Context: an optimization exercise on an open-source flow, tuned for small area, a short achievable clock period and few clock cycles. The choices shown serve that exercise and are no tape-out recipe. The RTL was checked by simulation tests, not by an equivalence proof against the original design. No activity file was given, so power comes from the tool's default toggle rates.

<file path="design/flow/flow/run.sh">
#!/bin/bash
# Layout flow: the standard ORFS flow (standard synthesis, floorplan, power
# grid, placement, CTS, routing) with one change: the buffers that every input
# and output port gets are buf_4 cells instead of the delay-buffer cell that
# buffer_ports picks by default. Each tool's full output stays in orfs/logs/;
# make's own output goes to flow_make.log.
set -euo pipefail
export BUFFER_PORTS_ARGS="-buffer_cell sky130_fd_sc_hd__buf_4"
bash standard.sh > flow_make.log 2>&1
</file>
<file path="design/flow/standard.sh">
#!/bin/bash
# synth_recipe.tcl (not shown) runs the flow's synth.tcl, then flattens the netlist and writes it again
# the make line also repeats each setting of config.mk as NAME=value (left out here)
make -C /OpenROAD-flow-scripts/flow DESIGN_CONFIG=/design/flow/config.mk WORK_HOME=/design/flow/orfs CLKGATE_MAP_FILE= SYNTH_SCRIPT=/design/flow/synth_recipe.tcl "${@:-finish}"
</file>
<file path="design/flow/config.mk">
export PLATFORM = sky130hd
export DESIGN_NAME = frame_sync_fsm
export DESIGN_NICKNAME = frame_sync_fsm
export VERILOG_FILES = /design/flow/design.v
export SDC_FILE = /design/flow/constraint.sdc
export NUM_CORES = 8
export LEC_CHECK = 0
export CAP_MARGIN = 20
export CORE_MARGIN = 2
export CORE_UTILIZATION = 60
export CTS_CLUSTER_DIAMETER = 80
export CTS_CLUSTER_SIZE = 24
export SLEW_MARGIN = 20
</file>
<file path="design/flow/constraint.sdc">
create_clock -name core_clock -period 30.0 [get_ports {clk}]
set_input_delay 6.0000 -clock core_clock [delete_from_list [all_inputs] [get_ports {clk}]]
set_output_delay 6.0000 -clock core_clock [all_outputs]
set_load 0.01 [all_outputs]
</file>
<file path="design/flow/design.v">
module fs_crc (
    input  wire [31:0] c,
    input  wire [31:0] x,
    input  wire [31:0] y,
    output wire [31:0] c_next
);
    wire [31:0] t = c ^ {x[7:0], x[15:8], x[23:16], x[31:24]};
    wire [31:0] u = {y[7:0], y[15:8], y[23:16], y[31:24]};
    wire s64 = t[7] ^ u[31];
    wire s65 = u[5] ^ u[30];
    wire s66 = t[0] ^ u[10];
    wire s67 = u[8] ^ u[26];
    wire s68 = u[9] ^ u[27];
    wire s69 = u[7] ^ u[25];
    wire s70 = t[4] ^ t[22];
    wire s71 = t[13] ^ u[4];
    wire s72 = u[6] ^ u[24];
    wire s73 = t[2] ^ u[12];
    wire s74 = t[29] ^ u[11];
    wire s75 = t[14] ^ u[0];
    wire s76 = t[3] ^ u[29];
    wire s77 = t[23] ^ u[23];
    wire s78 = t[24] ^ u[3];
    wire s79 = u[17] ^ u[22];
    wire s80 = t[6] ^ t[28];
    wire s81 = t[10] ^ t[26];
    wire s82 = t[18] ^ t[25];
    wire s83 = u[18] ^ s77;
    wire s84 = t[19] ^ t[31];
    wire s85 = u[19] ^ u[20];
    wire s86 = t[30] ^ s68;
    wire s87 = t[11] ^ t[27];
    wire s88 = t[5] ^ t[12];
    wire s89 = t[9] ^ u[13];
    wire s90 = t[15] ^ s72;
    wire s91 = t[16] ^ s66;
    wire s92 = t[21] ^ s64;
    wire s93 = u[14] ^ u[15];
    wire s94 = u[1] ^ u[28];
    wire s95 = s71 ^ s79;
    wire s96 = t[8] ^ u[2];
    wire s97 = t[17] ^ s67;
    wire s98 = s65 ^ s85;
    wire s99 = t[20] ^ s69;
    wire s100 = u[16] ^ s73;
    wire s101 = u[11] ^ s70;
    wire s102 = u[21] ^ s78;
    wire s103 = t[1] ^ t[6];
    wire s104 = t[3] ^ s80;
    wire s105 = s74 ^ s97;
    wire s106 = s82 ^ s86;
    wire s107 = s83 ^ s96;
    wire s108 = u[12] ^ s75;
    wire s109 = t[16] ^ u[9];
    wire s110 = t[5] ^ u[27];
    wire s111 = u[0] ^ s92;
    wire s112 = t[23] ^ u[22];
    wire s113 = u[15] ^ u[31];
    wire s114 = s76 ^ s103;
    wire s115 = s81 ^ s87;
    wire s116 = t[27] ^ u[21];
    wire s117 = s90 ^ s102;
    wire s118 = t[0] ^ t[26];
    wire s119 = u[2] ^ s64;
    wire s120 = s95 ^ s101;
    wire s121 = t[28] ^ s76;
    wire s122 = t[7] ^ s84;
    wire s123 = u[7] ^ s94;
    wire s124 = s70 ^ s91;
    wire s125 = t[5] ^ t[9];
    wire s126 = s91 ^ s93;
    wire s127 = t[1] ^ u[1];
    wire s128 = t[8] ^ t[20];
    wire s129 = t[31] ^ s100;
    wire s130 = u[6] ^ u[30];
    wire s131 = t[2] ^ u[14];
    wire s132 = u[4] ^ s114;
    wire s133 = s65 ^ s89;
    wire s134 = t[25] ^ s69;
    wire s135 = t[30] ^ s108;
    wire s136 = t[21] ^ s75;
    wire s137 = t[4] ^ t[11];
    wire s138 = s74 ^ s81;
    wire s139 = u[19] ^ s87;
    wire s140 = u[3] ^ s110;
    wire s141 = t[22] ^ s98;
    wire s142 = u[10] ^ s109;
    wire s143 = u[29] ^ s98;
    wire s144 = t[17] ^ u[16];
    wire s145 = u[5] ^ s88;
    wire s146 = s117 ^ s119;
    wire s147 = s89 ^ s104;
    wire s148 = s67 ^ s128;
    wire s149 = t[13] ^ s66;
    wire s150 = u[13] ^ s132;
    wire s151 = t[1] ^ t[24];
    wire s152 = u[23] ^ s88;
    wire s153 = u[24] ^ s105;
    wire s154 = t[2] ^ s70;
    wire s155 = s73 ^ s99;
    wire s156 = u[1] ^ s78;
    wire s157 = t[23] ^ t[25];
    wire s158 = t[12] ^ s106;
    wire s159 = t[27] ^ s68;
    wire s160 = s74 ^ s144;
    wire s161 = s93 ^ s137;
    wire s162 = u[20] ^ s76;
    wire s163 = s94 ^ s150;
    wire s164 = u[26] ^ s138;
    wire s165 = u[30] ^ s82;
    wire s166 = u[4] ^ s92;
    wire s167 = t[29] ^ s95;
    wire s168 = s88 ^ s96;
    wire s169 = t[8] ^ s113;
    wire s170 = t[2] ^ s99;
    wire s171 = s121 ^ s133;
    wire s172 = t[0] ^ s111;
    wire s173 = u[16] ^ s134;
    wire s174 = t[15] ^ s140;
    wire s175 = s65 ^ s151;
    wire s176 = s111 ^ s131;
    wire s177 = s83 ^ s160;
    wire s178 = t[24] ^ t[28];
    wire s179 = s64 ^ s167;
    wire s180 = t[10] ^ s102;
    wire s181 = u[12] ^ s90;
    wire s182 = s86 ^ s116;
    wire s183 = u[25] ^ u[28];
    wire s184 = s107 ^ s142;
    wire s185 = t[26] ^ s85;
    wire s186 = u[8] ^ s79;
    wire s187 = u[7] ^ s127;
    wire s188 = s118 ^ s120;
    wire s189 = t[7] ^ s148;
    wire s190 = t[10] ^ u[31];
    wire s191 = u[6] ^ s136;
    wire s192 = s89 ^ s143;
    wire s193 = s93 ^ s115;
    wire s194 = t[1] ^ s122;
    wire s195 = t[18] ^ s123;
    wire s196 = s113 ^ s129;
    wire s197 = t[11] ^ s106;
    wire s198 = u[17] ^ s146;
    wire s199 = t[20] ^ s84;
    wire s200 = u[21] ^ s174;
    wire s201 = s101 ^ s135;
    wire s202 = s153 ^ s155;
    wire s203 = s126 ^ s139;
    wire s204 = t[31] ^ s147;
    wire s205 = s130 ^ s166;
    wire s206 = t[12] ^ s80;
    wire s207 = u[18] ^ s172;
    wire s208 = s75 ^ s145;
    wire s209 = u[2] ^ s124;
    wire s210 = t[19] ^ u[0];
    wire s211 = t[15] ^ s105;
    wire s212 = t[19] ^ u[8];
    wire s213 = u[14] ^ s116;
    wire s214 = u[23] ^ s188;
    wire s215 = s100 ^ s179;
    assign c_next[0] = t[16] ^ u[19] ^ u[30] ^ s112 ^ s118 ^ s154 ^ s163 ^ s189;
    assign c_next[1] = t[4] ^ t[17] ^ s77 ^ s96 ^ s125 ^ s159 ^ s162 ^ s175 ^ s176;
    assign c_next[2] = s66 ^ s72 ^ s94 ^ s104 ^ s125 ^ s154 ^ s165 ^ s169 ^ s180 ^ 1'b1;
    assign c_next[3] = s112 ^ s119 ^ s125 ^ s132 ^ s137 ^ s138 ^ s173 ^ s210;
    assign c_next[4] = t[4] ^ t[6] ^ t[30] ^ u[17] ^ s65 ^ s73 ^ s115 ^ s152 ^ s156 ^ s189;
    assign c_next[5] = t[25] ^ s68 ^ s71 ^ s72 ^ s87 ^ s168 ^ s204 ^ s207;
    assign c_next[6] = t[10] ^ t[12] ^ t[14] ^ t[29] ^ u[3] ^ s67 ^ s71 ^ s91 ^ s99 ^ s112 ^ s131 ^ s171 ^ 1'b1;
    assign c_next[7] = t[3] ^ u[23] ^ s71 ^ s86 ^ s161 ^ s175 ^ s190 ^ s191 ^ s211;
    assign c_next[8] = s90 ^ s123 ^ s124 ^ s196 ^ s197 ^ s208;
    assign c_next[9] = t[15] ^ u[19] ^ u[26] ^ s66 ^ s120 ^ s122 ^ s130 ^ s144 ^ s168 ^ s170 ^ 1'b1;
    assign c_next[10] = u[18] ^ s73 ^ s75 ^ s92 ^ s140 ^ s192 ^ s195 ^ s214;
    assign c_next[11] = t[5] ^ t[14] ^ s107 ^ s141 ^ s163 ^ s181 ^ s190 ^ s212 ^ s213;
    assign c_next[12] = s80 ^ s109 ^ s112 ^ s146 ^ s161 ^ s170 ^ s192;
    assign c_next[13] = t[3] ^ t[8] ^ t[29] ^ u[20] ^ u[22] ^ s97 ^ s126 ^ s152 ^ s173 ^ s180 ^ s205 ^ 1'b1;
    assign c_next[14] = t[9] ^ u[5] ^ u[7] ^ u[16] ^ u[21] ^ u[24] ^ s97 ^ s103 ^ s169 ^ s197 ^ s214;
    assign c_next[15] = t[9] ^ t[14] ^ t[18] ^ u[10] ^ s72 ^ s81 ^ s83 ^ s100 ^ s145 ^ s159 ^ s183 ^ s186 ^ s194;
    assign c_next[16] = t[7] ^ u[30] ^ s69 ^ s83 ^ s90 ^ s115 ^ s120 ^ s127 ^ s142 ^ s178 ^ s212;
    assign c_next[17] = t[25] ^ u[31] ^ s139 ^ s178 ^ s184 ^ s202 ^ s208 ^ 1'b1;
    assign c_next[18] = t[21] ^ u[25] ^ s105 ^ s147 ^ s149 ^ s156 ^ s158 ^ s181 ^ s185;
    assign c_next[19] = u[13] ^ u[20] ^ u[28] ^ s69 ^ s71 ^ s106 ^ s108 ^ s164 ^ s194 ^ s209 ^ s213 ^ 1'b1;
    assign c_next[20] = t[17] ^ u[4] ^ s65 ^ s104 ^ s122 ^ s200 ^ s201 ^ s203 ^ 1'b1;
    assign c_next[21] = t[18] ^ u[6] ^ s88 ^ s118 ^ s121 ^ s141 ^ s196 ^ s211 ^ 1'b1;
    assign c_next[22] = t[22] ^ u[6] ^ u[29] ^ s148 ^ s182 ^ s185 ^ s195 ^ s210 ^ s215 ^ 1'b1;
    assign c_next[23] = u[20] ^ s66 ^ s107 ^ s123 ^ s136 ^ s171 ^ s182 ^ s186 ^ s199;
    assign c_next[24] = u[4] ^ s117 ^ s164 ^ s176 ^ s184 ^ s204 ^ 1'b1;
    assign c_next[25] = t[30] ^ u[10] ^ u[27] ^ u[28] ^ u[29] ^ s78 ^ s103 ^ s133 ^ s157 ^ s193 ^ s202;
    assign c_next[26] = t[24] ^ u[11] ^ u[13] ^ s67 ^ s121 ^ s129 ^ s158 ^ s183 ^ s193 ^ s205;
    assign c_next[27] = u[5] ^ u[8] ^ s68 ^ s157 ^ s187 ^ s199 ^ s203 ^ s206 ^ s215 ^ 1'b1;
    assign c_next[28] = t[24] ^ t[30] ^ u[1] ^ u[9] ^ u[15] ^ u[26] ^ s95 ^ s143 ^ s177 ^ s191 ^ s206 ^ s209 ^ 1'b1;
    assign c_next[29] = t[31] ^ s82 ^ s110 ^ s135 ^ s141 ^ s149 ^ s177 ^ s187 ^ s198;
    assign c_next[30] = u[18] ^ u[26] ^ s84 ^ s99 ^ s162 ^ s165 ^ s198 ^ s201;
    assign c_next[31] = t[22] ^ u[28] ^ s73 ^ s84 ^ s114 ^ s134 ^ s200 ^ s207 ^ 1'b1;
endmodule
module fs_stats (
    input  wire        clk,
    input  wire        rst,
    input  wire        inc,         
    input  wire [2:0]  code,        
    input  wire [3:0]  ch,
    input  wire        acc,         
    input  wire        fin,         
    input  wire [5:0]  fsel,
    output reg  [31:0] fword,
    input  wire [6:0]  rsel,
    input  wire        ral,
    output reg  [31:0] rword,
    output reg         rvalid,
    output wire        run_go,      
    output wire        run_last     
);
    localparam P = 45;
    localparam RUN_LEN = 123;
    reg [12:0] fc0;
    reg [12:0] fc1;
    reg [12:0] fc2;
    reg [12:0] fc3;
    reg [12:0] fc4;
    reg [12:0] fc5;
    reg [12:0] fc6;
    reg [14:0] fc7;
    reg [12:0] fc8;
    reg [12:0] fc9;
    reg [12:0] fc10;
    reg [12:0] fc11;
    reg [12:0] fc12;
    reg [12:0] fc13;
    reg [12:0] fc14;
    reg [12:0] fc15;
    reg [12:0] fc16;
    reg [12:0] fc17;
    reg [12:0] fc18;
    reg [12:0] fc19;
    reg [12:0] fc20;
    reg [12:0] fc21;
    reg [12:0] fc22;
    reg [12:0] fc23;
    reg [12:0] fc24;
    reg [12:0] fc25;
    reg [12:0] fc26;
    reg [12:0] fc27;
    reg [12:0] fc28;
    reg [12:0] fc29;
    reg [12:0] fc30;
    reg [12:0] fc31;
    reg [12:0] fc32;
    reg [12:0] fc33;
    reg [12:0] fc34;
    reg [12:0] fc35;
    reg [12:0] fc36;
    reg [12:0] fc37;
    reg [12:0] fc38;
    reg [12:0] fc39;
    reg [12:0] fc40;
    reg [12:0] fc41;
    reg [12:0] fc42;
    reg [12:0] fc43;
    reg [12:0] fc44;
    reg [63:0] bufs;
    reg [P*32-1:0] rlo, rhi;
    reg [5:0] ph;
    reg zero, zq, cq;
    wire chv = (ch < 4'd9);
    wire [3:0] kr = chv ? ch : 4'd9;    
    wire [3:0] kc = chv ? ch : 4'd8;    
    wire clr = rst | fin;
    function [12:0] tog13;    
        input [12:0] q;
        input en;
        integer b;
        begin
            tog13[0] = en;
            for (b = 1; b < 13; b = b + 1) tog13[b] = tog13[b-1] & q[b-1];
        end
    endfunction
    function [14:0] tog15;    
        input [14:0] q;
        input en;
        integer b;
        begin
            tog15[0] = en;
            for (b = 1; b < 15; b = b + 1) tog15[b] = tog15[b-1] & q[b-1];
        end
    endfunction
    function [63:0] tog64;    
        input [63:0] q;
        input en;
        integer b;
        begin
            tog64[0] = en;
            for (b = 1; b < 64; b = b + 1) tog64[b] = tog64[b-1] & q[b-1];
        end
    endfunction
    wire [12:0] ft0 = tog13(fc0, inc && ((code == 3'd1)));
    wire [12:0] ft1 = tog13(fc1, inc && ((code == 3'd2)));
    wire [12:0] ft2 = tog13(fc2, inc && ((code == 3'd3)));
    wire [12:0] ft3 = tog13(fc3, inc && ((code == 3'd4)));
    wire [12:0] ft4 = tog13(fc4, inc && ((code == 3'd5)));
    wire [12:0] ft5 = tog13(fc5, inc && ((code == 3'd6)));
    wire [12:0] ft6 = tog13(fc6, inc && (((code == 3'd3 || code == 3'd6) && !chv)));
    wire [14:0] ft7 = tog15(fc7, inc && (1'b1));
    wire [12:0] ft8 = tog13(fc8, inc && ((code == 3'd2 && ch == 4'd0)));
    wire [12:0] ft9 = tog13(fc9, inc && ((code == 3'd3 && kr == 4'd0)));
    wire [12:0] ft10 = tog13(fc10, inc && ((code == 3'd4 && kc == 4'd0)));
    wire [12:0] ft11 = tog13(fc11, inc && ((code == 3'd5 && kc == 4'd0)));
    wire [12:0] ft12 = tog13(fc12, inc && ((code == 3'd2 && ch == 4'd1)));
    wire [12:0] ft13 = tog13(fc13, inc && ((code == 3'd3 && kr == 4'd1)));
    wire [12:0] ft14 = tog13(fc14, inc && ((code == 3'd4 && kc == 4'd1)));
    wire [12:0] ft15 = tog13(fc15, inc && ((code == 3'd5 && kc == 4'd1)));
    wire [12:0] ft16 = tog13(fc16, inc && ((code == 3'd2 && ch == 4'd2)));
    wire [12:0] ft17 = tog13(fc17, inc && ((code == 3'd3 && kr == 4'd2)));
    wire [12:0] ft18 = tog13(fc18, inc && ((code == 3'd4 && kc == 4'd2)));
    wire [12:0] ft19 = tog13(fc19, inc && ((code == 3'd5 && kc == 4'd2)));
    wire [12:0] ft20 = tog13(fc20, inc && ((code == 3'd2 && ch == 4'd3)));
    wire [12:0] ft21 = tog13(fc21, inc && ((code == 3'd3 && kr == 4'd3)));
    wire [12:0] ft22 = tog13(fc22, inc && ((code == 3'd4 && kc == 4'd3)));
    wire [12:0] ft23 = tog13(fc23, inc && ((code == 3'd5 && kc == 4'd3)));
    wire [12:0] ft24 = tog13(fc24, inc && ((code == 3'd2 && ch == 4'd4)));
    wire [12:0] ft25 = tog13(fc25, inc && ((code == 3'd3 && kr == 4'd4)));
    wire [12:0] ft26 = tog13(fc26, inc && ((code == 3'd4 && kc == 4'd4)));
    wire [12:0] ft27 = tog13(fc27, inc && ((code == 3'd5 && kc == 4'd4)));
    wire [12:0] ft28 = tog13(fc28, inc && ((code == 3'd2 && ch == 4'd5)));
    wire [12:0] ft29 = tog13(fc29, inc && ((code == 3'd3 && kr == 4'd5)));
    wire [12:0] ft30 = tog13(fc30, inc && ((code == 3'd4 && kc == 4'd5)));
    wire [12:0] ft31 = tog13(fc31, inc && ((code == 3'd5 && kc == 4'd5)));
    wire [12:0] ft32 = tog13(fc32, inc && ((code == 3'd2 && ch == 4'd6)));
    wire [12:0] ft33 = tog13(fc33, inc && ((code == 3'd3 && kr == 4'd6)));
    wire [12:0] ft34 = tog13(fc34, inc && ((code == 3'd4 && kc == 4'd6)));
    wire [12:0] ft35 = tog13(fc35, inc && ((code == 3'd5 && kc == 4'd6)));
    wire [12:0] ft36 = tog13(fc36, inc && ((code == 3'd2 && ch == 4'd7)));
    wire [12:0] ft37 = tog13(fc37, inc && ((code == 3'd3 && kr == 4'd7)));
    wire [12:0] ft38 = tog13(fc38, inc && ((code == 3'd4 && kc == 4'd7)));
    wire [12:0] ft39 = tog13(fc39, inc && ((code == 3'd5 && kc == 4'd7)));
    wire [12:0] ft40 = tog13(fc40, inc && ((code == 3'd2 && ch == 4'd8)));
    wire [12:0] ft41 = tog13(fc41, inc && ((code == 3'd3 && kr == 4'd8)));
    wire [12:0] ft42 = tog13(fc42, inc && ((code == 3'd4 && kc == 4'd8)));
    wire [12:0] ft43 = tog13(fc43, inc && ((code == 3'd5 && kc == 4'd8)));
    wire [12:0] ft44 = tog13(fc44, inc && ((code == 3'd3 && !chv) || (code == 3'd6)));
    wire [63:0] bt = tog64(bufs, fin);
    always @(posedge clk) begin
        fc0 <= clr ? 13'd0 : fc0 ^ ft0;
        fc1 <= clr ? 13'd0 : fc1 ^ ft1;
        fc2 <= clr ? 13'd0 : fc2 ^ ft2;
        fc3 <= clr ? 13'd0 : fc3 ^ ft3;
        fc4 <= clr ? 13'd0 : fc4 ^ ft4;
        fc5 <= clr ? 13'd0 : fc5 ^ ft5;
        fc6 <= clr ? 13'd0 : fc6 ^ ft6;
        fc7 <= clr ? 15'd0 : fc7 ^ ft7;
        fc8 <= clr ? 13'd0 : fc8 ^ ft8;
        fc9 <= clr ? 13'd0 : fc9 ^ ft9;
        fc10 <= clr ? 13'd0 : fc10 ^ ft10;
        fc11 <= clr ? 13'd0 : fc11 ^ ft11;
        fc12 <= clr ? 13'd0 : fc12 ^ ft12;
        fc13 <= clr ? 13'd0 : fc13 ^ ft13;
        fc14 <= clr ? 13'd0 : fc14 ^ ft14;
        fc15 <= clr ? 13'd0 : fc15 ^ ft15;
        fc16 <= clr ? 13'd0 : fc16 ^ ft16;
        fc17 <= clr ? 13'd0 : fc17 ^ ft17;
        fc18 <= clr ? 13'd0 : fc18 ^ ft18;
        fc19 <= clr ? 13'd0 : fc19 ^ ft19;
        fc20 <= clr ? 13'd0 : fc20 ^ ft20;
        fc21 <= clr ? 13'd0 : fc21 ^ ft21;
        fc22 <= clr ? 13'd0 : fc22 ^ ft22;
        fc23 <= clr ? 13'd0 : fc23 ^ ft23;
        fc24 <= clr ? 13'd0 : fc24 ^ ft24;
        fc25 <= clr ? 13'd0 : fc25 ^ ft25;
        fc26 <= clr ? 13'd0 : fc26 ^ ft26;
        fc27 <= clr ? 13'd0 : fc27 ^ ft27;
        fc28 <= clr ? 13'd0 : fc28 ^ ft28;
        fc29 <= clr ? 13'd0 : fc29 ^ ft29;
        fc30 <= clr ? 13'd0 : fc30 ^ ft30;
        fc31 <= clr ? 13'd0 : fc31 ^ ft31;
        fc32 <= clr ? 13'd0 : fc32 ^ ft32;
        fc33 <= clr ? 13'd0 : fc33 ^ ft33;
        fc34 <= clr ? 13'd0 : fc34 ^ ft34;
        fc35 <= clr ? 13'd0 : fc35 ^ ft35;
        fc36 <= clr ? 13'd0 : fc36 ^ ft36;
        fc37 <= clr ? 13'd0 : fc37 ^ ft37;
        fc38 <= clr ? 13'd0 : fc38 ^ ft38;
        fc39 <= clr ? 13'd0 : fc39 ^ ft39;
        fc40 <= clr ? 13'd0 : fc40 ^ ft40;
        fc41 <= clr ? 13'd0 : fc41 ^ ft41;
        fc42 <= clr ? 13'd0 : fc42 ^ ft42;
        fc43 <= clr ? 13'd0 : fc43 ^ ft43;
        fc44 <= clr ? 13'd0 : fc44 ^ ft44;
        bufs <= rst ? 64'd0 : bufs ^ bt;
    end
    always @(*) begin
        case (fsel)
            6'd0:  fword = {8'd3, 8'd0, 16'd56};
            6'd1:  fword = bufs[63:32];
            6'd2:  fword = bufs[31:0];
            6'd3:  fword = fc0;
            6'd4:  fword = fc1;
            6'd5:  fword = fc2;
            6'd6:  fword = fc3;
            6'd7:  fword = fc4;
            6'd8:  fword = fc5;
            6'd9:  fword = fc6;
            6'd10: fword = {31'd0, (fc1 == 13'd0) && (fc2 == 13'd0)};
            6'd11: fword = fc7;
            6'd12: fword = fc8;
            6'd13: fword = fc9;
            6'd14: fword = fc10;
            6'd15: fword = fc11;
            6'd16: fword = fc12;
            6'd17: fword = fc13;
            6'd18: fword = fc14;
            6'd19: fword = fc15;
            6'd20: fword = fc16;
            6'd21: fword = fc17;
            6'd22: fword = fc18;
            6'd23: fword = fc19;
            6'd24: fword = fc20;
            6'd25: fword = fc21;
            6'd26: fword = fc22;
            6'd27: fword = fc23;
            6'd28: fword = fc24;
            6'd29: fword = fc25;
            6'd30: fword = fc26;
            6'd31: fword = fc27;
            6'd32: fword = fc28;
            6'd33: fword = fc29;
            6'd34: fword = fc30;
            6'd35: fword = fc31;
            6'd36: fword = fc32;
            6'd37: fword = fc33;
            6'd38: fword = fc34;
            6'd39: fword = fc35;
            6'd40: fword = fc36;
            6'd41: fword = fc37;
            6'd42: fword = fc38;
            6'd43: fword = fc39;
            6'd44: fword = fc40;
            6'd45: fword = fc41;
            6'd46: fword = fc42;
            6'd47: fword = fc43;
            6'd49: fword = fc44;
            default: fword = 32'd0;
        endcase
    end
    reg [14:0] opnd, opnd_q;
    always @(*) begin
        case (ph)
            6'd0: opnd = fc22;
            6'd1: opnd = fc1;
            6'd2: opnd = fc23;
            6'd3: opnd = fc2;
            6'd4: opnd = fc24;
            6'd5: opnd = fc3;
            6'd6: opnd = fc25;
            6'd7: opnd = fc4;
            6'd8: opnd = fc26;
            6'd9: opnd = fc5;
            6'd10: opnd = fc27;
            6'd11: opnd = fc6;
            6'd12: opnd = fc28;
            6'd13: opnd = fc7;
            6'd14: opnd = fc29;
            6'd15: opnd = fc44;
            6'd16: opnd = fc8;
            6'd17: opnd = fc30;
            6'd18: opnd = fc9;
            6'd19: opnd = fc31;
            6'd20: opnd = fc10;
            6'd21: opnd = fc32;
            6'd22: opnd = fc11;
            6'd23: opnd = fc33;
            6'd24: opnd = fc12;
            6'd25: opnd = fc34;
            6'd26: opnd = fc13;
            6'd27: opnd = fc35;
            6'd28: opnd = fc14;
            6'd29: opnd = fc36;
            6'd30: opnd = fc15;
            6'd31: opnd = fc37;
            6'd32: opnd = fc16;
            6'd33: opnd = fc38;
            6'd34: opnd = fc17;
            6'd35: opnd = fc39;
            6'd36: opnd = fc18;
            6'd37: opnd = fc40;
            6'd38: opnd = fc19;
            6'd39: opnd = fc41;
            6'd40: opnd = fc20;
            6'd41: opnd = fc42;
            6'd42: opnd = fc21;
            6'd43: opnd = fc43;
            6'd44: opnd = fc0;
            default: opnd = 15'd0;
        endcase
    end
    always @(posedge clk) opnd_q <= acc ? opnd : 15'd0;
    wire [31:0] head_lo = zero ? 32'd0 : rlo[31:0];
    wire [32:0] lo_sum  = {1'b0, head_lo} + {18'd0, opnd_q};
    wire [31:0] hi_fix  = (zq ? 32'd0 : rhi[P*32-1 -: 32]) + {31'd0, cq};
    always @(posedge clk) begin
        rlo <= {lo_sum[31:0], rlo[P*32-1:32]};
        rhi <= {rhi[31:0], hi_fix, rhi[(P-1)*32-1:32]};
        cq  <= lo_sum[32];
        zq  <= zero;
        if (rst) begin
            ph   <= 6'd0;
            zero <= 1'b1;
        end else begin
            ph <= (ph == P-1) ? 6'd0 : ph + 6'd1;
            if (ph == P-1) zero <= 1'b0;
        end
    end
    assign run_go = (ph == 42);
    assign run_last = (rsel == 7'd122);
    always @(*) begin
        rvalid = 1'b1;
        case (rsel)
            7'd0: rword = {8'd4, 8'd0, 16'd108};
            7'd1: rword = bufs[63:32];
            7'd2: rword = bufs[31:0];
            7'd3: rword = rhi[31:0];    
            7'd4: rword = rlo[P*32-1 -: 32];    
            7'd5: rword = rhi[31:0];    
            7'd6: rword = rlo[P*32-1 -: 32];    
            7'd7: rword = rhi[31:0];    
            7'd8: rword = rlo[P*32-1 -: 32];    
            7'd9: rword = rhi[31:0];    
            7'd10: rword = rlo[P*32-1 -: 32];    
            7'd11: rword = rhi[31:0];    
            7'd12: rword = rlo[P*32-1 -: 32];    
            7'd13: rword = rhi[31:0];    
            7'd14: rword = rlo[P*32-1 -: 32];    
            7'd15: rword = rhi[31:0];    
            7'd16: rword = rlo[P*32-1 -: 32];    
            7'd17: rword = rhi[31:0];    
            7'd18: rword = rlo[P*32-1 -: 32];    
            7'd19: rword = {31'd0, ral};
            7'd20: rword = rhi[31:0];    
            7'd21: rword = rlo[P*32-1 -: 32];    
            7'd22: rword = rhi[31:0];    
            7'd23: rword = rlo[P*32-1 -: 32];    
            7'd24: rword = rhi[31:0];    
            7'd25: rword = rlo[P*32-1 -: 32];    
            7'd26: rword = rhi[31:0];    
            7'd27: rword = rlo[P*32-1 -: 32];    
            7'd28: rword = rhi[31:0];    
            7'd29: rword = rlo[P*32-1 -: 32];    
            7'd30: rword = rhi[31:0];    
            7'd31: rword = rlo[P*32-1 -: 32];    
            7'd32: rword = rhi[31:0];    
            7'd33: rword = rlo[P*32-1 -: 32];    
            7'd34: rword = rhi[31:0];    
            7'd35: rword = rlo[P*32-1 -: 32];    
            7'd36: rword = rhi[31:0];    
            7'd37: rword = rlo[P*32-1 -: 32];    
            7'd38: rword = rhi[31:0];    
            7'd39: rword = rlo[P*32-1 -: 32];    
            7'd40: rword = rhi[31:0];    
            7'd41: rword = rlo[P*32-1 -: 32];    
            7'd42: rword = rhi[31:0];    
            7'd43: rword = rlo[P*32-1 -: 32];    
            7'd44: rword = rhi[31:0];    
            7'd45: rword = rlo[P*32-1 -: 32];    
            7'd46: rword = rhi[31:0];    
            7'd47: rword = rlo[P*32-1 -: 32];    
            7'd49: rword = rhi[31:0];    
            7'd50: rword = rlo[P*32-1 -: 32];    
            7'd51: rword = rhi[31:0];    
            7'd52: rword = rlo[P*32-1 -: 32];    
            7'd53: rword = rhi[31:0];    
            7'd54: rword = rlo[P*32-1 -: 32];    
            7'd55: rword = rhi[31:0];    
            7'd56: rword = rlo[P*32-1 -: 32];    
            7'd57: rword = rhi[31:0];    
            7'd58: rword = rlo[P*32-1 -: 32];    
            7'd59: rword = rhi[31:0];    
            7'd60: rword = rlo[P*32-1 -: 32];    
            7'd61: rword = rhi[31:0];    
            7'd62: rword = rlo[P*32-1 -: 32];    
            7'd63: rword = rhi[31:0];    
            7'd64: rword = rlo[P*32-1 -: 32];    
            7'd66: rword = rhi[31:0];    
            7'd67: rword = rlo[P*32-1 -: 32];    
            7'd68: rword = rhi[31:0];    
            7'd69: rword = rlo[P*32-1 -: 32];    
            7'd70: rword = rhi[31:0];    
            7'd71: rword = rlo[P*32-1 -: 32];    
            7'd72: rword = rhi[31:0];    
            7'd73: rword = rlo[P*32-1 -: 32];    
            7'd74: rword = rhi[31:0];    
            7'd75: rword = rlo[P*32-1 -: 32];    
            7'd76: rword = rhi[31:0];    
            7'd77: rword = rlo[P*32-1 -: 32];    
            7'd78: rword = rhi[31:0];    
            7'd79: rword = rlo[P*32-1 -: 32];    
            7'd80: rword = rhi[31:0];    
            7'd81: rword = rlo[P*32-1 -: 32];    
            7'd82: rword = rhi[31:0];    
            7'd83: rword = rlo[P*32-1 -: 32];    
            7'd84: rword = rhi[31:0];    
            7'd85: rword = rlo[P*32-1 -: 32];    
            7'd86: rword = rhi[31:0];    
            7'd87: rword = rlo[P*32-1 -: 32];    
            7'd88: rword = rhi[31:0];    
            7'd89: rword = rlo[P*32-1 -: 32];    
            7'd90: rword = rhi[31:0];    
            7'd91: rword = rlo[P*32-1 -: 32];    
            7'd92: rword = rhi[31:0];    
            7'd93: rword = rlo[P*32-1 -: 32];    
            7'd94: rword = 32'd0;
            7'd95: rword = 32'd0;
            7'd109: rword = rhi[31:0];    
            7'd110: rword = rlo[P*32-1 -: 32];    
            7'd111: rword = 32'd0;
            7'd112: rword = 32'd0;
            7'd113: rword = 32'd0;
            7'd114: rword = 32'd0;
            7'd115: rword = 32'd0;
            7'd116: rword = 32'd0;
            7'd117: rword = 32'd0;
            7'd118: rword = 32'd0;
            7'd119: rword = 32'd0;
            7'd120: rword = 32'd0;
            7'd121: rword = 32'd0;
            7'd122: rword = 32'd0;
            default: begin rword = 32'd0; rvalid = 1'b0; end
        endcase
    end
endmodule
module frame_sync_fsm (
    input  wire        clk,
    input  wire        rst,
    input  wire        in_valid,
    output wire        in_ready,
    input  wire [1:0]  in_kind,
    input  wire [31:0] in_data,
    output wire        out_valid,
    output reg  [31:0] out_data
);
    localparam [31:0] CRC_K = 32'h7f8f8816;    
    localparam [28:0] SYNC_HI = 29'h0B4B4B4A;   
    localparam CQ_D = 8;                        
    reg rst_q;
    always @(posedge clk) rst_q <= rst;
    reg  rdy;
    assign in_ready = rdy;
    wire acc    = in_valid & rdy;
    wire a_word = acc & (in_kind == 2'd0);
    wire a_eob  = acc & (in_kind == 2'd1);
    wire a_mark = acc & (in_kind[1] ^ in_kind[0]);
    wire shift  = a_word;
    wire rdy_n, al_n, busy_n, sb_n;    
    reg [31:0] win [0:7];       
    reg [31:0] crc;             
    reg [7:0]  sc;              
    reg [15:0] wcnt;            
    reg [3:0]  need;            
    reg        step_pend;
    reg        aligned;
    wire        sync   = sc[7];
    wire        flag   = win[0][31];
    wire [3:0]  ch     = win[0][27:24];
    wire        chv    = (ch < 4'd9);
    wire        crc_ok = (crc == win[7]);
    wire        dr     = (wcnt[2:0] == 3'd1);       
    wire o_aerr = aligned & ~sync & flag;
    wire o_aok  = aligned & ~sync & ~flag & crc_ok & chv;
    wire o_loss = aligned & ~sync & ~flag & ~(crc_ok & chv);
    wire adv1   = ~sync & (~aligned | o_loss);
    wire counts = sync | aligned | dr;               
    wire ev     = aligned & ~sync & (flag | ~chv);   
    wire cq_full;
    reg  snap_busy;
    reg  sb;                    
    wire snap_done;             
    wire step_fire = step_pend & ~(counts & cq_full) & ~(ev & sb);
    wire [2:0] s_code = sync   ? 3'd1 :
                        o_aok  ? 3'd2 :
                        o_aerr ? 3'd3 :
                        o_loss ? 3'd6 :
                        flag   ? 3'd5 : 3'd4;
    reg  mk_pend, mk_read, mk_al;
    wire mark = mk_pend & ~cq_full;
    wire [31:0] crc_next;
    fs_crc u_crc (
        .c(crc),
        .x((wcnt != 16'd0) ? win[7] : 32'd0),
        .y((wcnt[15:3] != 13'd0) ? win[0] : 32'd0),
        .c_next(crc_next)
    );
    wire [3:0] need_eff = step_fire ? (adv1 ? 4'd1 : 4'd8) : need;
    wire       w_match  = (in_data[31:3] == SYNC_HI);
    integer j;
    always @(posedge clk) begin
        if (shift) begin
            for (j = 0; j < 7; j = j + 1) win[j] <= win[j + 1];
            win[7] <= in_data;
            sc[0] <= w_match & (in_data[2:0] == 3'd0);
            for (j = 1; j < 8; j = j + 1)
                sc[j] <= sc[j - 1] & w_match & (in_data[2:0] == j);
        end
        if (rst_q) crc <= CRC_K;
        else if (shift) crc <= crc_next;
        else if (a_eob) crc <= CRC_K;
        if (rst) begin
            wcnt      <= 16'd0;
            need      <= 4'd8;
            step_pend <= 1'b0;
            aligned   <= 1'b0;
            mk_pend   <= 1'b0;
            rdy       <= 1'b0;
        end else begin
            rdy <= rdy_n;
            if (a_mark) begin
                mk_pend <= 1'b1;
                mk_read <= in_kind[1];
                mk_al   <= al_n;
            end else if (mark) mk_pend <= 1'b0;
            if (shift) begin
                wcnt <= wcnt + 16'd1;
                if (need_eff == 4'd1) begin
                    step_pend <= 1'b1;
                    need      <= 4'd8;
                end else begin
                    step_pend <= 1'b0;
                    need      <= need_eff - 4'd1;
                end
            end else if (step_fire) begin
                step_pend <= 1'b0;
                need      <= need_eff;
            end
            if (a_eob) begin
                wcnt <= 16'd0;
                need <= 4'd8;
            end
            if (step_fire) begin
                if (sync)   aligned <= 1'b1;
                if (o_loss) aligned <= 1'b0;
            end
        end
    end
    reg [31:0] sn [0:7];        
    reg [31:0] sn_crc;
    reg [15:0] sn_p;
    reg        sn_ok;
    wire snap_load = step_fire & ev;
    always @(posedge clk) begin
        if (snap_load) begin
            for (j = 0; j < 8; j = j + 1) sn[j] <= win[j];
            sn_crc <= crc;
            sn_p   <= wcnt - 16'd8;
            sn_ok  <= crc_ok;
        end
    end
    wire [255:0] SF = {sn[0], sn[1], sn[2], sn[3], sn[4], sn[5], 32'd0, sn[7]};
    wire [32:0]  delta = {1'b0, sn_crc} - {1'b0, SF[31:0]};
    wire [31:0]  bad_word = {8'd2, SF[251:248], SF[255], SF[255] ? 1'b0 : sn_ok, 2'b00, sn_p};
    reg  [31:0]  err_word;
    reg  [3:0]   ei;
    always @(*) begin
        case (ei)
            4'd0:  err_word = {8'd1, 8'd0, 16'd13};
            4'd1:  err_word = {28'd0, SF[251:248]};
            4'd2:  err_word = {21'd0, SF[220:210]};
            4'd3:  err_word = {20'd0, SF[128:117]};
            4'd4:  err_word = SF[116:85];
            4'd5:  err_word = {32{delta[32]}};
            4'd6:  err_word = delta[31:0];
            4'd7:  err_word = {5'd0, SF[247:221]};
            4'd8:  err_word = {5'd0, SF[209:183]};
            4'd9:  err_word = {5'd0, SF[182:156]};
            4'd10: err_word = {5'd0, SF[155:129]};
            4'd11: err_word = SF[31:0];
            default: err_word = sn_crc;
        endcase
    end
    reg [6:0] cq [0:CQ_D-1];
    reg [2:0] cwp, crp;
    reg [3:0] cqn;
    assign cq_full = (cqn == CQ_D);
    wire       c_push = (step_fire & counts) | mark;
    wire [6:0] c_in   = mark ? {3'd7, 2'b00, mk_read, mk_al} : {s_code, ch};
    wire [6:0] chd    = cq[crp];
    wire       chv_q  = (cqn != 4'd0);
    wire       c_pop;
    always @(posedge clk) begin
        if (c_push) cq[cwp] <= c_in;
        if (rst) begin
            cwp <= 3'd0; crp <= 3'd0; cqn <= 4'd0;
        end else begin
            cwp <= cwp + {2'd0, c_push};
            crp <= crp + {2'd0, c_pop};
            cqn <= cqn + {3'd0, c_push} - {3'd0, c_pop};
        end
    end
    localparam [1:0] Q_IDLE = 2'd0, Q_ERR = 2'd1, Q_FILE = 2'd2, Q_RUN = 2'd3;
    reg  [1:0] qs;
    reg  [6:0] qi;
    reg        ral;
    reg        ov;
    assign out_valid = ov;
    wire [2:0] hcode = chd[6:4];
    wire [3:0] hch   = chd[3:0];
    wire h_bad   = ((hcode == 3'd3) | (hcode == 3'd6)) & ~(hch < 4'd9);
    wire h_err   = (hcode == 3'd3);
    wire h_ev    = h_bad | h_err;
    wire h_cnt   = chv_q & (hcode != 3'd7) & ((qs == Q_IDLE) | (~h_ev & (qs != Q_FILE)));
    wire h_mark  = chv_q & (qs == Q_IDLE) & (hcode == 3'd7);
    wire run_go, run_last;
    wire go_file = h_mark & ~hch[1];
    assign snap_done = ((qs == Q_ERR) & (qi[3:0] == 4'd12)) | (h_cnt & h_bad & ~h_err);
    wire go_run  = h_mark & hch[1] & run_go;
    assign c_pop = h_cnt | go_file | go_run;
    wire        f_acc = go_file | ((qs == Q_FILE) & (qi <= 7'd44));
    wire        f_fin = (qs == Q_FILE) & (qi == 7'd55);
    wire [31:0] fword, rword;
    wire        rvalid;
    fs_stats u_stats (
        .clk(clk), .rst(rst_q),
        .inc(h_cnt), .code(hcode), .ch(hch),
        .acc(f_acc), .fin(f_fin),
        .fsel(qi[5:0]), .fword(fword),
        .rsel(qi), .ral(ral), .rword(rword), .rvalid(rvalid),
        .run_go(run_go), .run_last(run_last)
    );
    always @(*) begin
        ei = qi[3:0];
        if (qs == Q_IDLE) ei = 4'd0;
    end
    reg [31:0] out_next;
    always @(*) begin
        case (qs)
            Q_IDLE:  out_next = (h_cnt & h_bad) ? bad_word :
                                 h_cnt          ? err_word :
                                 hch[1]         ? {8'd4, 8'd0, 16'd108} : {8'd3, 8'd0, 16'd56};
            Q_ERR:   out_next = err_word;
            Q_FILE:  out_next = fword;
            default: out_next = rword;
        endcase
    end
    always @(posedge clk) out_data <= out_next;
    always @(posedge clk) begin
        if (rst) begin
            qs <= Q_IDLE; qi <= 7'd0; ov <= 1'b0; snap_busy <= 1'b0; sb <= 1'b0;
        end else begin
            ov <= 1'b0;
            case (qs)
                Q_IDLE: begin
                    if (h_cnt & h_ev) begin
                        if (h_bad) begin
                            ov <= 1'b1;
                            if (h_err) begin qs <= Q_ERR; qi <= 7'd0; end
                        end else begin
                            ov <= 1'b1;
                            qs <= Q_ERR; qi <= 7'd1;
                        end
                    end else if (go_file) begin
                        ov <= 1'b1;
                        qs <= Q_FILE; qi <= 7'd1;
                    end else if (go_run) begin
                        ov <= 1'b1;
                        qs <= Q_RUN; qi <= 7'd1; ral <= hch[0];
                    end
                end
                Q_ERR: begin
                    ov <= 1'b1;
                    qi <= qi + 7'd1;
                    if (qi == 7'd12) qs <= Q_IDLE;
                end
                Q_FILE: begin
                    ov <= 1'b1;
                    qi <= qi + 7'd1;
                    if (qi == 7'd55) qs <= Q_IDLE;
                end
                default: begin
                    ov <= rvalid;
                    qi <= qi + 7'd1;
                    if (run_last) qs <= Q_IDLE;
                end
            endcase
            snap_busy <= busy_n;
            sb        <= sb_n;
        end
    end
    assign      al_n     = step_fire ? ((aligned | sync) & ~o_loss) : aligned;
    wire        sp_n     = a_eob ? 1'b0 : shift ? (need_eff == 4'd1) : (step_pend & ~step_fire);
    wire [31:0] w0_n     = shift ? win[1] : win[0];
    wire        sync_n   = shift ? (sc[6] & w_match & (in_data[2:0] == 3'd7)) : sc[7];
    wire        chv_n    = (w0_n[27:24] < 4'd9);
    wire [2:0]  wl_n     = a_eob ? 3'd0 : shift ? (wcnt[2:0] + 3'd1) : wcnt[2:0];
    wire        counts_n = sync_n | al_n | (wl_n == 3'd1);
    wire        ev_n     = al_n & ~sync_n & (w0_n[31] | ~chv_n);
    wire [3:0]  cqn_n    = cqn + {3'd0, c_push} - {3'd0, c_pop};
    wire        cqfull_n = (cqn_n == CQ_D);
    assign      busy_n   = snap_load | (snap_busy & ~snap_done);
    assign      sb_n     = busy_n & ~((qs == Q_ERR) & (qi[3:0] == 4'd11));
    wire        mkp_n    = a_mark | (mk_pend & ~mark);
    assign      rdy_n    = ~(sp_n & ((counts_n & cqfull_n) | (ev_n & sb_n))) & ~(mkp_n & cqfull_n);
endmodule
</file>
==> impl_results.md, run 1 <==
* Placed inst area at 0.1307 sq mm
* FFs w/ async S/R, synth at 0%
* R2r worst-path depth at 68
* Nets at 9885
* CP arrival at 13.93 ns
* DP HPWL at 270.1 mm
* Number of global-route vias before repair at 73.68k
* Final Non-Filler Cells at 12.06k
* Status: finished clean
* Hold Path Origin: u_stats.rlo[1388]$_DFF_P_
* Design Area, Final at 0.1372 sq mm
* H-tree depth at 4
* Family with the most delay on the worst path: adder cells
* Longest Clk Path Bufs at 3
* Total congestion overflow at 0
* Largest cells by area after synthesis: dfxtp_1, edfxtp_1, ha_1
* I/O Buffers at 70
* Core Area at 0.2092 sq mm
* Avg Cell Area, Syn at 13.92 sq um
* Via count at 73.67k
* Critical path class: flip-flop to flip-flop
* LEAKAGE at 55.04 nW
* Pins Over Slew Limit at 0
* Most frequent cells in the layout: dfxtp_1, ha_1, edfxtp_1
* WL/cell at 33.91 microns
* Fmax at 0.07590 GHz
* Reg power frac at 58.2%
* Fin crit period at 13.18 ns
* Synth Register Bits at 4238
* Vias/cell at 6.109
* Initial antenna violation count at 35
* CP startpoint: qi[0]$_SDFFE_PP0P_
* Clock power frac at 32.2%
* Worst r2r src: qi[0]$_SDFFE_PP0P_
* Antenna-violating nets left at 0
* Synth unique cells at 90
* GR met2 Demand/Resource at 60.48%
* Die width at 462.4 microns
* Hold crit path type: flip-flop to flip-flop
* CP max FO at 26
* Worst reg2reg endpoint: u_stats.bufs[62]$_SDFF_PP0_
* WP buf/inv at 1
* Initial DRC count at 9982
* # resized after CTS at 0
* IR drop worst, VDD at 0.00008999 V
* WL final at 408.9 mm
* Post-synthesis sequential area ratio at 71.78%
* Placed Cells at 11.75k
* Required @ worst endpoint at 30.75 ns
* Largest net degree at the start of global routing at 115
* Clock Latency Late Sink at 0.92 ns
* Number of CTS-inserted buffers at 212
* All-layer global routing usage at 37.64%
* CP startpoint kind: flip-flop
* Slew Limit Headroom at 8.102%
* Area growth syn-to-layout at 8.784%
* RSZ-0062 raised after global routing: false
* Pwr dens at 73.17 mW/mm^2
* Post-synth top area cell: dfxtp_1
* Depth of the worst hold-timing path at 0
* Setup_tns at 0 ns
* Post-Route Utilization at 65.58%
* Synthesized net count at 9781
* Root Driver: clkbuf_16
* P_int at 7.477 mW
* Slowest cell on crit path: dfxtp_1
* Sw frac at 25.50%
* Crit end category: flip-flop
* Clock Sink Count at 4238
* Met3 Usage GRT at 9.025%
* # Max-Cap Violations at 0
* CTS tree: built
* Share of cells above drive strength 1 at 7.610%
* Crit share post-route at 43.92%
* Top cell by count, worst path: ha_1
* Final setup viols at 0
* # DRC at 0
* Yosys warnings at 4
* GP Congestion at 1.004
* Initial core utilization at 60.28%
* First-pass GRT wire length at 564.6 mm
* Count of final hold-check violations at 0
* Most common cell after layout, fill and taps aside: dfxtp_1
* Synthesized cell area at 0.1261 sq mm
* Cts hold-fix bufs at 0
* Net Sw Power at 2.559 mW
* Num rows at 168
* Syn Inst Count at 9055
* Worst Skew at 0.08741 ns
* Setup bufs post-CTS at 0
* Synth top area share at 58.30%
* Drt pass-1 iters at 10
* Gate power share at 9.6%
* Reg2reg setup slack at 16.83 ns
* CTS clk-pin slew, worst paths at 0.09 ns
* Worst-margin pin slew at 1.366 ns
* IO Count at 71
* Stages on worst setup path at 68
* Slowest stage delay, CP at 0.42 ns
* Die ar. at 0.2138 sq mm
* GRT met1 Usage at 45.20%
* Most used flip-flop cell after synthesis: dfxtp_1
* Die Span Y at 462.4 microns
* Number of enable flip-flop cells after synthesis at 566
* Hold Path End: u_stats.rlo[1356]$_DFF_P_
* GRT busiest layer: met2
## layout make-up
class	count	area (sq um)
diodes	15	37.54
well taps	2805	3510
clock inverters	58	913.4
clock buffers	235	5454
flip-flops and latches	4238	90510
inverters	101	386.6
multi-input cells	4369	34570
repair buffers	237	1783
fillers	14280	71990
## stage by stage
step	hold slack (ns)	power, mW	setup slack [ns]
global route	0.2763	10.30	16.17
detailed placement	0.3121	6.914	16.63
floorplan	0.3096	6.549	14.56
global placement	0.3095	6.909	16.44
finish	0.2824	10.04	16.83
CTS	0.2809	10.05	16.62
## how the worst max path moves through the flow
stage | to | slack, ns
floorplan | crc[10]$_SDFFE_PP0P_ | 14.56
global placement | u_stats.bufs[63]$_SDFF_PP0_ | 16.44
detailed placement | u_stats.bufs[62]$_SDFF_PP0_ | 16.63
CTS | u_stats.bufs[62]$_SDFF_PP0_ | 16.62
global route | u_stats.bufs[63]$_SDFF_PP0_ | 16.17
finish | u_stats.bufs[62]$_SDFF_PP0_ | 16.83
## registers in the layout, summed over array words and instances, names as in the netlist, 15 cells and up
| register | cells |
|---|---|
| out_data | 32 |
| u_stats.rhi | 1440 |
| u_stats.rlo | 1440 |
| crc | 32 |
| u_stats.fc7 | 15 |
| wcnt | 16 |
| u_stats.opnd_q | 15 |
| u_stats.bufs | 64 |
| cq | 56 |
| win | 256 |
| sn | 200 |
| sn_p | 16 |
| sn_crc | 32 |
## synth_stat cells, drive strengths merged, types with 7 or more instances
library cell and number:
and3 24, or4 10, clkbuf 316, o31ai 13, xnor2 462, a221o 7, nor3b 10, o21a 9
a221oi 184, buf 31, nor2b 116, mux4 14, xor2 223, o21ai 99, nand2b 30, nand2 272
a22oi 358, o22ai 24, a211oi 7, mux2i 10, dfxtp 3672, edfxtp 566, inv 99, nor4 54
nand3 92, a31oi 15, a21o 25, a21boi 7, nor3 48, or2 9, a222oi 61, nand4 123
or3 23, o211ai 10, ha 686, nor2 410, o21bai 7, o221ai 9, and2 556, a22o 166
a21oi 112
## metal layers
metal,wire [microns],share of wire [%]
met5,163,0.040
met4,32790,8.0
met3,37210,9.1
met2,190200,47
met1,148600,36
## kinds of logic (layout without fill, tap and decap cells)
logic type / count (synthesis) / in the layout / share of synthesized area [%]
other: 0 / 15 / 0
adder cells (fa/ha/maj): 689 / 689 / 6.855
AND/OR/NAND/NOR: 1801 / 1801 / 7.579
XOR/XNOR: 686 / 686 / 4.996
buffers and inverters: 448 / 631 / 1.380
flip-flops: 4238 / 4238 / 71.78
AO/OA/AOI/OAI: 1163 / 1163 / 7.024
multiplexers: 30 / 30 / 0.3830
## power by group through the flow
stage               registers, mW  clock network, mW  logic, mW
finish                       5.84               3.23      0.959
global route                 5.85               3.44       1.01
CTS                          5.84               3.26      0.946
detailed placement           5.97                  0      0.941
global placement             5.97                  0      0.937
floorplan                    5.94                  0      0.610
Testbench counts, summed over its fixed seeds: cycles 58,936.
==> run 2: changes to the inputs <==
==> design/flow/run.sh (new file) <==
#!/bin/bash
# synth_recipe.tcl (not shown) runs the flow's synth.tcl, then flattens the netlist and writes it again
# the make line also repeats each setting of config.mk as NAME=value (left out here)
make -C /OpenROAD-flow-scripts/flow DESIGN_CONFIG=/design/flow/config.mk WORK_HOME=/design/flow/orfs CLKGATE_MAP_FILE= SYNTH_SCRIPT=/design/flow/synth_recipe.tcl finish
removed: design/flow/flow/run.sh
removed: design/flow/standard.sh
==> impl_results.md, run 2 <==
* Status: finished clean
* Placed inst area at 0.1309 sq mm
* Num rows at 168
* Post-synthesis sequential area ratio at 71.78%
* GR met2 Demand/Resource at 58.82%
* Synth top cells by count: dfxtp_1, ha_1, edfxtp_1
* Drt pass-1 iters at 13
* Largest net degree at the start of global routing at 137
* Via count at 73.11k
* Number of enable flip-flop cells after synthesis at 566
* Number of CTS-inserted buffers at 212
* Antenna-violating nets left at 0
* RSZ-0062 raised after global routing: false
* Total congestion overflow at 0
* Die width at 462.4 microns
* CP max FO at 33
* Fmax at 0.07443 GHz
* All-layer global routing usage at 36.66%
* Top cell by count, worst path: ha_1
* FILL cells at 14.33k
* Final setup viols at 0
* GRT busiest layer: met2
* Root Driver: clkbuf_16
* Worst Skew at 0.09334 ns
* Slew Limit Headroom at 4.180%
* Share of cells above drive strength 1 at 6.861%
* Vias/cell at 6.057
* Avg Cell Area, Syn at 13.92 sq um
* Largest cells by area after synthesis: dfxtp_1, edfxtp_1, ha_1
* CP arrival at 14.18 ns
* Synth top area share at 58.30%
* Yosys warnings at 4
* DP HPWL at 260.4 mm
* CP startpoint kind: flip-flop
* Fin crit period at 13.44 ns
* Critical path class: flip-flop to flip-flop
* Synthesized cell area at 0.1261 sq mm
* FFs w/ async S/R, synth at 0%
* # resized after CTS at 0
* Clock Latency Late Sink at 0.92 ns
* Die Span Y at 462.4 microns
* Nets at 9890
* Setup bufs post-CTS at 0
* Pins Over Slew Limit at 0
* I/O Buffers at 70
* Crit end category: flip-flop
* Count of final hold-check violations at 0
* Area growth syn-to-layout at 8.905%
* Fin Hold WS at 0.2592 ns
* Biggest regs: u_stats.rhi x1440, u_stats.rlo x1440, win x256
* Number of global-route vias before repair at 73.06k
* Slowest stage delay, CP at 0.68 ns
* Required @ worst endpoint at 30.74 ns
* Clock Sink Count at 4238
* Most used flip-flop cell after synthesis: dfxtp_1
* Initial DRC count at 10.20k
* Setup_tns at 0 ns
* Slowest cell on crit path: dfxtp_1
* CTS clk-pin slew, worst paths at 0.10 ns
* Synth Register Bits at 4238
* Most frequent cells in the layout: dfxtp_1, ha_1, edfxtp_1
* GRT met1 Usage at 44.78%
* GP Congestion at 1.002
* First-pass GRT wire length at 553.1 mm
* CTS tree: built
* LEAKAGE at 54.98 nW
* Synthesized net count at 9781
* Post-synth top area cell: dfxtp_1
* Synth unique cells at 90
* Syn Inst Count at 9055
* Initial core utilization at 60.28%
* Core Area at 0.2092 sq mm
* IO Count at 71
* Cts hold-fix bufs at 0
* H-tree depth at 4
* # DRC at 0
* Longest Clk Path Bufs at 3
* Crit share post-route at 44.78%
* Most common cell after layout, fill and taps aside: dfxtp_1
* Most used standard cell by instance count after synthesis: dfxtp_1
* # Max-Cap Violations at 0
* Initial antenna violation count at 38
* Met3 Usage GRT at 9.419%
* Die ar. at 0.2138 sq mm
* WL final at 397.4 mm
* Reg2reg setup slack at 16.56 ns
* WL/cell at 32.92 microns
* Design Area, Final at 0.1373 sq mm
* Pwr dens at 73.00 mW/mm^2
* Hold crit path type: flip-flop to flip-flop
* Worst-margin pin slew at 1.425 ns
* IR drop worst, VDD at 0.00007401 V
run 2: cell counts after synthesis:
Identical to the previous run, type by type.
run 2: cell type report:
class / count / area, sq um / area share [%]
Antenna cell: 26 / 65.06 / 0.04738
Clock buffer: 232 / 5380 / 3.918
Clock inverter: 58 / 962.2 / 0.7007
Inverter: 101 / 386.6 / 0.2816
Multi-Input combinational cell: 4369 / 34490 / 25.11
Sequential cell: 4238 / 90510 / 65.91
Tap cell: 2805 / 3510 / 2.556
Timing Repair Buffer: 242 / 2016 / 1.468
run 2: worst max-delay path, delay by kind of cell (launching register included):
family	cells	cell delay, ns
xor gates and xnor gates	1	0.15
adders and majority gates	63	11.79
DFF	1	0.68
and+or+nand+nor	4	0.71
run 2: worst paths after layout:
path | end | start | depth (start not counted)
setup / recovery | u_stats.bufs[63]$_SDFF_PP0_ | qi[5]$_SDFFE_PP0P_ | 68
hold / removal | u_stats.rhi[55]$_DFF_P_ | u_stats.rhi[87]$_DFF_P_ | 0
setup reg to reg | u_stats.bufs[63]$_SDFF_PP0_ | qi[5]$_SDFFE_PP0P_ | 68
hold reg to reg | u_stats.rhi[55]$_DFF_P_ | u_stats.rhi[87]$_DFF_P_ | 0
run 2: metrics by stage:
stage | std cells | setup slack (ns) | utilization (%) | power, mW
finish | 12070 | 16.56 | 65.65 | 10.02
floorplan | 9055 | 14.56 | - | 6.549
global route | 12050 | 15.85 | 65.63 | 10.30
global placement | 11750 | 16.60 | 62.55 | 6.914
detailed placement | 11750 | 16.62 | 62.57 | 6.920
CTS | 12040 | 16.60 | 65.60 | 10.06
run 2: cell families after synthesis:
kind of cell	share of synthesized area (%)
flops	71.78
mux	0.3830
compound gates	7.024
buf+inv	1.380
fa+ha+maj	6.855
xor+xnor	4.996
simple gates	7.579
run 2: power by group:
| group | switching, mW | internal [mW] |
|---|---|---|
| logic | 0.615 | 0.349 |
| clock network | 1.86 | 1.36 |
| registers | 0.0632 | 5.78 |
run 2: per-layer routing:
metal / routed length (microns) / vias up
met5: 214 / -
met4: 29150 / 22
met3: 36200 / 1364
met2: 183600 / 4281
met1: 148300 / 35870
li1: - / 31570

[separate check: timing with driven ports]
The flow's constraints put no driver on any port. The routed layouts listed below were extracted and timed again, unchanged, in two steps.
Step 1, drivers: a clkbuf_16 drives clk and a buf_2 each remaining input, both assumed.
Step 2 adds t to the input delays and takes it off the output delays; t is the mean of the earliest and latest rising clock arrival at the registers after step 1. Input paths then give back, and output paths get back, about the clock's delay inside the block.
Three values: ideal, step 1, step 2; two values: the first two.
run	shift t [ns]	setup slack, ns	worst slew at a driven data input, ns
run 1	0.980	16.825 / 16.825 / 16.825	0.04
run 2	0.980	16.565 / 16.565 / 16.565	0.05
After both steps every run listed still meets setup and hold.
